Context: an optimization exercise on an open-source flow, tuned for small area. The choices shown serve that exercise and are no tape-out recipe. RTL that was checked went through simulation tests only; none was proved equivalent to the original. Power is estimated from default activity; no workload was simulated.

==> 06-23 <==
==> flow/design.v <==
module vedirect_decoder (
    input  wire         clk,
    input  wire         rst,             
    input  wire         in_valid,
    input  wire [7:0]   in_byte,
    output wire         in_ready,
    output reg          out_valid,
    output wire         out_kind,        
    output wire [3:0]   out_nfields,     
    output wire [5:0]   out_hex_len,     
    output wire [255:0] out_hex,         
    input  wire [3:0]   rd_idx,          
    output reg  [63:0]  rd_label,
    output reg  [3:0]   rd_label_len,
    output reg  [127:0] rd_value,
    output reg  [4:0]   rd_value_len,
    output wire         dbg_drop,
    output reg  [3:0]   dbg_cause
);
    localparam ML = 8;    
    localparam MV = 16;   
    localparam MF = 12;   
    localparam MH = 32;   
    localparam [7:0] TAB        = 8'h09;
    localparam [7:0] LF         = 8'h0A;
    localparam [7:0] CR         = 8'h0D;
    localparam [7:0] HEX_MARKER = 8'h3A;
    localparam [7:0] HEX_TERM   = 8'h0A;
    localparam [7:0] HEX_CK     = 8'h55;
    localparam [7:0] CK_SEED    = 8'h00;
    localparam [63:0] CK_LABEL  = 64'h6D75_736B_6365_6843;
    localparam [1:0] S_IDLE = 2'd0, S_LABEL = 2'd1, S_VALUE = 2'd2, S_HEX = 2'd3;
    localparam [3:0] C_NONE          = 4'h0,
                     C_TERM_IN_LABEL = 4'h1,
                     C_LABEL_OVF     = 4'h2,
                     C_BAD_IN_VALUE  = 4'h3,
                     C_VALUE_OVF     = 4'h4,
                     C_CR_WITHOUT_LF = 4'h5,
                     C_CK_TOO_LONG   = 4'h6,
                     C_RECORD_OVF    = 4'h7,
                     C_CK_MISMATCH   = 4'h8,
                     C_HEX_INVALID   = 4'h9,
                     C_HEX_RESTART   = 4'hA;
    localparam VB = (MF - 1) * MV * 8 + 8;    
    assign in_ready = 1'b1;
    reg [1:0]       st;
    reg [5:0]       pos;      
    reg [7:0]       acc;
    reg [3:0]       rec_n;
    reg [MF-1:0]    m;        
    reg             ck;       
    reg             f;        
    reg             newf;     
    reg [MF*ML*8-1:0] lab;    
    reg [VB-1:0]      val;    
    assign out_nfields = rec_n;
    assign out_hex_len = pos;
    assign out_hex     = val[MH*8-1:0];
    assign dbg_drop    = |dbg_cause;
    assign out_kind    = !f;
    wire [7:0] b = in_byte;
    wire b_print  = (b >= 8'h20) && (b <= 8'h7E);
    wire b_digit  = (b >= 8'h30) && (b <= 8'h39);
    wire b_upper  = (b >= 8'h41) && (b <= 8'h46);
    wire b_lower  = (b >= 8'h61) && (b <= 8'h66);
    wire b_hexdig = b_digit || b_upper || b_lower;
    wire [3:0] b_hexval = b_digit ? b[3:0] : (b[3:0] + 4'd9);
    wire [7:0] hex_add  = pos[0] ? {4'h0, b_hexval} : {b_hexval, 4'h0};
    wire is_tab = (b == TAB);
    wire is_lf  = (b == LF);
    wire is_cr  = (b == CR);
    reg [ML-1:0] p8;       
    reg [MV-1:0] p16;      
    reg [MH-1:0] p32;      
    reg [ML-1:0] q8;       
    reg [MV-1:0] q16;      
    integer i, j;
    always @* begin
        for (j = 0; j < MH; j = j + 1)
            p32[j] = (pos == j);
        p16 = p32[MV-1:0];
        p8  = p32[ML-1:0];
        for (j = 0; j < ML; j = j + 1)
            q8[j] = p8[j] || (is_tab && pos < j);
        for (j = 0; j < MV; j = j + 1)
            q16[j] = p16[j] || (is_cr && pos < j);
    end
    reg [MF-1:0] mm;
    reg [7:0]    lb;
    always @* begin
        for (i = 0; i < MF; i = i + 1) begin
            lb = 8'h00;
            for (j = 0; j < ML; j = j + 1)
                lb = lb | ({8{p8[j]}} & lab[(i*ML+j)*8 +: 8]);
            mm[i] = m[i] && (pos[3] || lb == b);
        end
    end
    wire hit = |mm;
    reg [MF-1:0] slot_n;        
    reg [MF-1:0] slot_lt;       
    wire [3:0] rec_n_inc = rec_n + {3'd0, newf};
    always @* begin
        for (i = 0; i < MF; i = i + 1) begin
            slot_n[i]  = (rec_n == i);
            slot_lt[i] = (i < rec_n_inc);
        end
    end
    wire [7:0] ck_byte = CK_LABEL[pos[2:0]*8 +: 8];
    wire hex_valid = !f && !pos[0] && (pos != 6'd0) && (acc == HEX_CK);
    reg [3:0] cause;
    always @(posedge clk) begin
        cause = C_NONE;
        if (rst) begin
            st        <= S_IDLE;
            out_valid <= 1'b0;
            dbg_cause <= C_NONE;
        end else if (in_valid) begin
            out_valid <= 1'b0;
            case (st)
            S_IDLE: begin
                if (b == HEX_MARKER) begin
                    pos <= 6'd0;
                    f   <= 1'b0;
                    acc <= 8'h00;
                    st  <= S_HEX;
                end else if (b_print) begin
                    rec_n <= 4'd0;
                    pos   <= 6'd1;
                    acc   <= CK_SEED + b;
                    ck    <= (b == CK_LABEL[7:0]);
                    m     <= {MF{1'b0}};
                    st    <= S_LABEL;
                end
            end
            S_LABEL: begin
                if (is_tab) begin
                    acc  <= acc + b;
                    pos  <= 6'd0;
                    f    <= 1'b0;
                    ck   <= ck && pos[3];
                    m    <= hit ? mm : slot_n;
                    newf <= !hit;
                    st   <= S_VALUE;
                end else if (is_cr || is_lf) begin
                    cause = C_TERM_IN_LABEL;
                end else if (!pos[3]) begin
                    pos <= pos + 6'd1;
                    acc <= acc + b;
                    m   <= mm;
                    ck  <= ck && (b == ck_byte);
                end else begin
                    cause = C_LABEL_OVF;
                end
            end
            S_VALUE: begin
                if (!ck) begin
                    if (!f) begin
                        if (is_cr) begin
                            f   <= 1'b1;
                            acc <= acc + b;
                        end else if (is_tab || is_lf) begin
                            cause = C_BAD_IN_VALUE;
                        end else if (!pos[4]) begin
                            pos <= pos + 6'd1;
                            acc <= acc + b;
                        end else begin
                            cause = C_VALUE_OVF;
                        end
                    end else if (is_lf) begin
                        if (m == {MF{1'b0}}) begin
                            cause = C_RECORD_OVF;
                        end else begin
                            rec_n <= rec_n_inc;
                            acc   <= acc + b;
                            pos   <= 6'd0;
                            f     <= 1'b0;
                            ck    <= 1'b1;
                            m     <= slot_lt;
                            st    <= S_LABEL;
                        end
                    end else begin
                        cause = C_CR_WITHOUT_LF;
                    end
                end else begin
                    if (!pos[0]) begin
                        pos <= 6'd1;
                        acc <= acc + b;
                    end else if (!f) begin
                        if (is_cr)
                            f <= 1'b1;
                        else
                            cause = C_CK_TOO_LONG;
                    end else if (is_lf) begin
                        if (m == {MF{1'b0}}) begin
                            cause = C_RECORD_OVF;
                        end else if (acc == 8'h00) begin
                            out_valid <= 1'b1;
                            rec_n     <= rec_n + 4'd1;
                            st        <= S_IDLE;
                        end else begin
                            cause = C_CK_MISMATCH;
                        end
                    end else begin
                        cause = C_CR_WITHOUT_LF;
                    end
                end
            end
            S_HEX: begin
                if (b == HEX_TERM) begin
                    if (hex_valid) begin
                        out_valid <= 1'b1;
                        st        <= S_IDLE;
                    end else begin
                        cause = C_HEX_INVALID;
                    end
                end else if (b == HEX_MARKER) begin
                    cause = C_HEX_RESTART;
                    pos <= 6'd0;
                    f   <= 1'b0;
                    acc <= 8'h00;
                end else if (!f) begin
                    if (!b_hexdig || pos[5]) begin
                        f <= 1'b1;
                    end else begin
                        pos <= pos + 6'd1;
                        acc <= acc + hex_add;
                    end
                end
            end
            endcase
            if (cause != C_NONE && cause != C_HEX_RESTART)
                st <= S_IDLE;
            dbg_cause <= cause;
        end
    end
    wire wr_idle  = in_valid && (st == S_IDLE);
    wire wr_label = in_valid && (st == S_LABEL);
    wire wr_value = in_valid && (st == S_VALUE) && !f;
    wire wr_hex   = in_valid && (st == S_HEX);
    reg [MF*ML-1:0]       we_lab;
    reg [(MF-1)*MV:0]     we_val;
    always @* begin
        for (i = 0; i < MF; i = i + 1)
            for (j = 0; j < ML; j = j + 1)
                we_lab[i*ML+j] = (wr_label && slot_n[i] && q8[j]) ||
                                 (i == 0 && j == 0 && wr_idle);
        for (i = 0; i < MF; i = i + 1)
            for (j = 0; j < MV; j = j + 1)
                if (i < MF - 1 || j == 0)
                    we_val[i*MV+j] = (wr_value && m[i] && q16[j]) ||
                                     (i < 2 && wr_hex && p32[i*MV+j]);
    end
    always @(posedge clk) begin
        for (i = 0; i < MF*ML; i = i + 1)
            if (we_lab[i]) lab[i*8 +: 8] <= b;
        for (i = 0; i <= (MF-1)*MV; i = i + 1)
            if (we_val[i]) val[i*8 +: 8] <= b;
    end
    reg [MF-1:0] rsel;
    reg [ML-1:0] t_l;
    reg [MV-1:0] t_v;
    always @* begin
        for (i = 0; i < MF; i = i + 1)
            rsel[i] = (rd_idx == i);
        rd_label = {8*ML{1'b0}};
        rd_value = {8*MV{1'b0}};
        for (i = 0; i < MF; i = i + 1) begin
            if (i < MF - 1)
                rd_label = rd_label | ({8*ML{rsel[i]}} & lab[i*ML*8 +: ML*8]);
            else
                rd_label = rd_label | ({8*ML{rsel[i]}} & CK_LABEL);
            if (i < MF - 1)
                rd_value = rd_value | ({8*MV{rsel[i]}} & val[i*MV*8 +: MV*8]);
            else
                rd_value[7:0] = rd_value[7:0] | ({8{rsel[i]}} & val[i*MV*8 +: 8]);
        end
        for (j = 0; j < ML; j = j + 1)
            t_l[j] = (rd_label[j*8 +: 8] == TAB);
        for (j = 0; j < MV; j = j + 1)
            t_v[j] = (rd_value[j*8 +: 8] == CR);
        rd_label_len = {!t_l[7], !t_l[3] && t_l[7],
                        (!t_l[1] && t_l[3]) || (!t_l[5] && t_l[7]),
                        (!t_l[0] && t_l[1]) || (!t_l[2] && t_l[3]) ||
                        (!t_l[4] && t_l[5]) || (!t_l[6] && t_l[7])};
        rd_value_len = {!t_v[15], !t_v[7] && t_v[15],
                        (!t_v[3] && t_v[7]) || (!t_v[11] && t_v[15]),
                        (!t_v[1] && t_v[3]) || (!t_v[5] && t_v[7]) ||
                        (!t_v[9] && t_v[11]) || (!t_v[13] && t_v[15]),
                        (!t_v[0] && t_v[1]) || (!t_v[2] && t_v[3]) ||
                        (!t_v[4] && t_v[5]) || (!t_v[6] && t_v[7]) ||
                        (!t_v[8] && t_v[9]) || (!t_v[10] && t_v[11]) ||
                        (!t_v[12] && t_v[13]) || (!t_v[14] && t_v[15])};
        if (rd_idx + 4'd1 == rec_n)
            rd_value_len = 5'd1;
    end
endmodule
==> flow/flow/run.sh <==
#!/bin/bash
# Standard ORFS flow (standard.sh), with two layout options changed:
#  - input/output port buffers use the smallest buffer cell;
#  - CTS clusters up to 8 sinks on clkbuf_4 and inserts no dummy loads.
export BUFFER_PORTS_ARGS="-buffer_cell sky130_fd_sc_hd__buf_1"
export CTS_ARGS="-sink_clustering_enable -repair_clock_nets -dont_use_dummy_load -sink_clustering_size 8 -sink_clustering_max_diameter 30 -buf_list {sky130_fd_sc_hd__clkbuf_4}"
bash standard.sh > standard.log 2>&1
==> flow/standard.sh <==
#!/bin/bash
# synth_recipe.tcl (not shown) runs the flow's synth.tcl, then flattens the netlist and writes it again
# the make line also repeats each setting of config.mk as NAME=value (left out here)
make -C /OpenROAD-flow-scripts/flow DESIGN_CONFIG=/design/flow/config.mk WORK_HOME=/design/flow/orfs CLKGATE_MAP_FILE= SYNTH_SCRIPT=/design/flow/synth_recipe.tcl "${@:-finish}"
==> flow/config.mk <==
export PLATFORM = sky130hd
export DESIGN_NAME = vedirect_decoder
export DESIGN_NICKNAME = vedirect_decoder
export VERILOG_FILES = /design/flow/design.v
export SDC_FILE = /design/flow/constraint.sdc
export NUM_CORES = 4
export LEC_CHECK = 0
export CAP_MARGIN = 20
export CORE_MARGIN = 2
export CORE_UTILIZATION = 40
export SETUP_SLACK_MARGIN = 0.3
export SLEW_MARGIN = 20
==> flow/constraint.sdc <==
create_clock -name core_clock -period 10.0 [get_ports {clk}]
set_input_delay 2.0000 -clock core_clock [delete_from_list [all_inputs] [get_ports {clk}]]
set_output_delay 2.0000 -clock core_clock [all_outputs]
set_load 0.01 [all_outputs]
==> inputs of 06-05, as changes to 06-23 <==
--- a/flow/design.v
+++ b/flow/design.v
@@ -6,5 +6,5 @@
     output wire         in_ready,
     output reg          out_valid,
-    output wire         out_kind,        
+    output reg          out_kind,        
     output wire [3:0]   out_nfields,     
     output wire [5:0]   out_hex_len,     
@@ -58,5 +58,4 @@
     assign out_hex     = val[MH*8-1:0];
     assign dbg_drop    = |dbg_cause;
-    assign out_kind    = !f;
     wire [7:0] b = in_byte;
     wire b_print  = (b >= 8'h20) && (b <= 8'h7E);
@@ -73,6 +72,4 @@
     reg [MV-1:0] p16;      
     reg [MH-1:0] p32;      
-    reg [ML-1:0] q8;       
-    reg [MV-1:0] q16;      
     integer i, j;
     always @* begin
@@ -81,8 +78,4 @@
         p16 = p32[MV-1:0];
         p8  = p32[ML-1:0];
-        for (j = 0; j < ML; j = j + 1)
-            q8[j] = p8[j] || (is_tab && pos < j);
-        for (j = 0; j < MV; j = j + 1)
-            q16[j] = p16[j] || (is_cr && pos < j);
     end
     reg [MF-1:0] mm;
@@ -196,4 +189,5 @@
                         end else if (acc == 8'h00) begin
                             out_valid <= 1'b1;
+                            out_kind  <= 1'b0;
                             rec_n     <= rec_n + 4'd1;
                             st        <= S_IDLE;
@@ -210,4 +204,5 @@
                     if (hex_valid) begin
                         out_valid <= 1'b1;
+                        out_kind  <= 1'b1;
                         st        <= S_IDLE;
                     end else begin
@@ -243,10 +238,10 @@
         for (i = 0; i < MF; i = i + 1)
             for (j = 0; j < ML; j = j + 1)
-                we_lab[i*ML+j] = (wr_label && slot_n[i] && q8[j]) ||
+                we_lab[i*ML+j] = (wr_label && slot_n[i] && p8[j]) ||
                                  (i == 0 && j == 0 && wr_idle);
         for (i = 0; i < MF; i = i + 1)
             for (j = 0; j < MV; j = j + 1)
                 if (i < MF - 1 || j == 0)
-                    we_val[i*MV+j] = (wr_value && m[i] && q16[j]) ||
+                    we_val[i*MV+j] = (wr_value && m[i] && p16[j]) ||
                                      (i < 2 && wr_hex && p32[i*MV+j]);
     end
@@ -258,6 +253,5 @@
     end
     reg [MF-1:0] rsel;
-    reg [ML-1:0] t_l;
-    reg [MV-1:0] t_v;
+    reg          found;
     always @* begin
         for (i = 0; i < MF; i = i + 1)
@@ -275,20 +269,12 @@
                 rd_value[7:0] = rd_value[7:0] | ({8{rsel[i]}} & val[i*MV*8 +: 8]);
         end
-        for (j = 0; j < ML; j = j + 1)
-            t_l[j] = (rd_label[j*8 +: 8] == TAB);
-        for (j = 0; j < MV; j = j + 1)
-            t_v[j] = (rd_value[j*8 +: 8] == CR);
-        rd_label_len = {!t_l[7], !t_l[3] && t_l[7],
-                        (!t_l[1] && t_l[3]) || (!t_l[5] && t_l[7]),
-                        (!t_l[0] && t_l[1]) || (!t_l[2] && t_l[3]) ||
-                        (!t_l[4] && t_l[5]) || (!t_l[6] && t_l[7])};
-        rd_value_len = {!t_v[15], !t_v[7] && t_v[15],
-                        (!t_v[3] && t_v[7]) || (!t_v[11] && t_v[15]),
-                        (!t_v[1] && t_v[3]) || (!t_v[5] && t_v[7]) ||
-                        (!t_v[9] && t_v[11]) || (!t_v[13] && t_v[15]),
-                        (!t_v[0] && t_v[1]) || (!t_v[2] && t_v[3]) ||
-                        (!t_v[4] && t_v[5]) || (!t_v[6] && t_v[7]) ||
-                        (!t_v[8] && t_v[9]) || (!t_v[10] && t_v[11]) ||
-                        (!t_v[12] && t_v[13]) || (!t_v[14] && t_v[15])};
+        rd_label_len = ML;
+        for (j = ML - 1; j >= 0; j = j - 1)
+            if (rd_label[j*8 +: 8] == TAB)
+                rd_label_len = j;
+        rd_value_len = MV;
+        for (j = MV - 1; j >= 0; j = j - 1)
+            if (rd_value[j*8 +: 8] == CR)
+                rd_value_len = j;
         if (rd_idx + 4'd1 == rec_n)
             rd_value_len = 5'd1;
==> flow/run.sh (new file) <==
#!/bin/bash
# synth_recipe.tcl (not shown) runs the flow's synth.tcl, then flattens the netlist and writes it again
# the make line also repeats each setting of config.mk as NAME=value (left out here)
make -C /OpenROAD-flow-scripts/flow DESIGN_CONFIG=/design/flow/config.mk WORK_HOME=/design/flow/orfs CLKGATE_MAP_FILE= SYNTH_SCRIPT=/design/flow/synth_recipe.tcl finish
CORE_UTILIZATION = 60   (was 40)
CTS_BUF_LIST = sky130_fd_sc_hd__clkbuf_4 sky130_fd_sc_hd__clkbuf_8   (was not set)
CTS_CLUSTER_SIZE = 20   (was not set)
SETUP_SLACK_MARGIN = not set   (was 0.3)
removed: flow/flow/run.sh
removed: flow/standard.sh
==> inputs of 06-22, as changes to 06-23 <==
--- a/flow/design.v
+++ b/flow/design.v
@@ -6,5 +6,5 @@
     output wire         in_ready,
     output reg          out_valid,
-    output wire         out_kind,        
+    output reg          out_kind,        
     output wire [3:0]   out_nfields,     
     output wire [5:0]   out_hex_len,     
@@ -58,5 +58,4 @@
     assign out_hex     = val[MH*8-1:0];
     assign dbg_drop    = |dbg_cause;
-    assign out_kind    = !f;
     wire [7:0] b = in_byte;
     wire b_print  = (b >= 8'h20) && (b <= 8'h7E);
@@ -196,4 +195,5 @@
                         end else if (acc == 8'h00) begin
                             out_valid <= 1'b1;
+                            out_kind  <= 1'b0;
                             rec_n     <= rec_n + 4'd1;
                             st        <= S_IDLE;
@@ -210,4 +210,5 @@
                     if (hex_valid) begin
                         out_valid <= 1'b1;
+                        out_kind  <= 1'b1;
                         st        <= S_IDLE;
                     end else begin
==> flow/flow/run.sh (replaced) <==
#!/bin/bash
# Standard ORFS flow (standard.sh), with two layout options changed:
#  - input/output port buffers use the smallest buffer cell;
#  - CTS clusters up to 20 sinks on clkbuf_8 and inserts no dummy loads.
export BUFFER_PORTS_ARGS="-buffer_cell sky130_fd_sc_hd__buf_1"
export CTS_ARGS="-sink_clustering_enable -repair_clock_nets -dont_use_dummy_load -sink_clustering_size 20 -sink_clustering_max_diameter 50 -buf_list {sky130_fd_sc_hd__clkbuf_8}"
bash standard.sh > standard.log 2>&1
==> comparison table <==
item                                                                      06-22     06-23                     06-05
DRT Wirelength                                                           413 mm    379 mm                    424 mm
Wl on met1                                                               151 mm    134 mm                    137 mm
Part of the total power dissipated in the clock network                   30.2%     31.1%                     39.8%
Slew at the pin closest to its max-slew limit                           1.37 ns   1.39 ns                   1.38 ns
Parity-gate share of the synthesized area counting xor and xnor cells    0.948%    0.868%                    0.986%
Bufs and invs on worst path                                                   4         5                         5
Run status                                     no timing/DRC/antenna violations  no timing/DRC/antenna violations  finished with violations
Layout check failures                                                         -         -              setup timing
Number of H-tree levels                                                       4         5                         5
Antenna violations before repair                                             25        19                        37
Clock tree skew after final layout                                     0.148 ns  0.191 ns                 0.0699 ns
Final Wtd Congestion                                                       1.06      1.05                      1.12
Top-area cell type share of the netlist area                              71.5%     71.9%                     70.7%
Area Growth Syn to Fin                                                    8.05%     8.29%                     14.5%
Worst reg2reg path depth                                                     15        13                        14
Num CTS Buffers                                                             221       462                       367
Function not checked in 06-05: the RTL went through the layout flow alone.

[afterwards: timing with drivers on the ports]
No port has a modelled driver above. Below, the same layouts with a new extraction and two added sets of constraints. Step 1, drivers: a clkbuf_16 drives clk and a buf_2 each remaining input, both assumed. Step 2 times the ports against the registers' clock, not the clock port: input delays grow and output delays shrink by t, the midpoint of the rising clock arrivals with the driver on. a / b / c = ideal / step 1 / step 2; a / b = the first two.
run | t, ns | setup WS [ns] | worst setup path after step 2 | clock arrival spread, ns | pins driven straight from the clock port
06-23 | 1.507 | 1.026 / 0.994 / 0.994 | input to output | 0.250 / 0.250 | 1
06-05 | 1.147 | -0.094 / -0.120 / -0.120 | input to output | 0.111 / 0.111 | 1
06-22 | 1.091 | 1.097 / 1.073 / 1.073 | input to output | 0.208 / 0.207 | 1
The setup slack of 06-23, which loses most, moves by -0.032 ns with the drivers and by -0.032 ns with both steps.
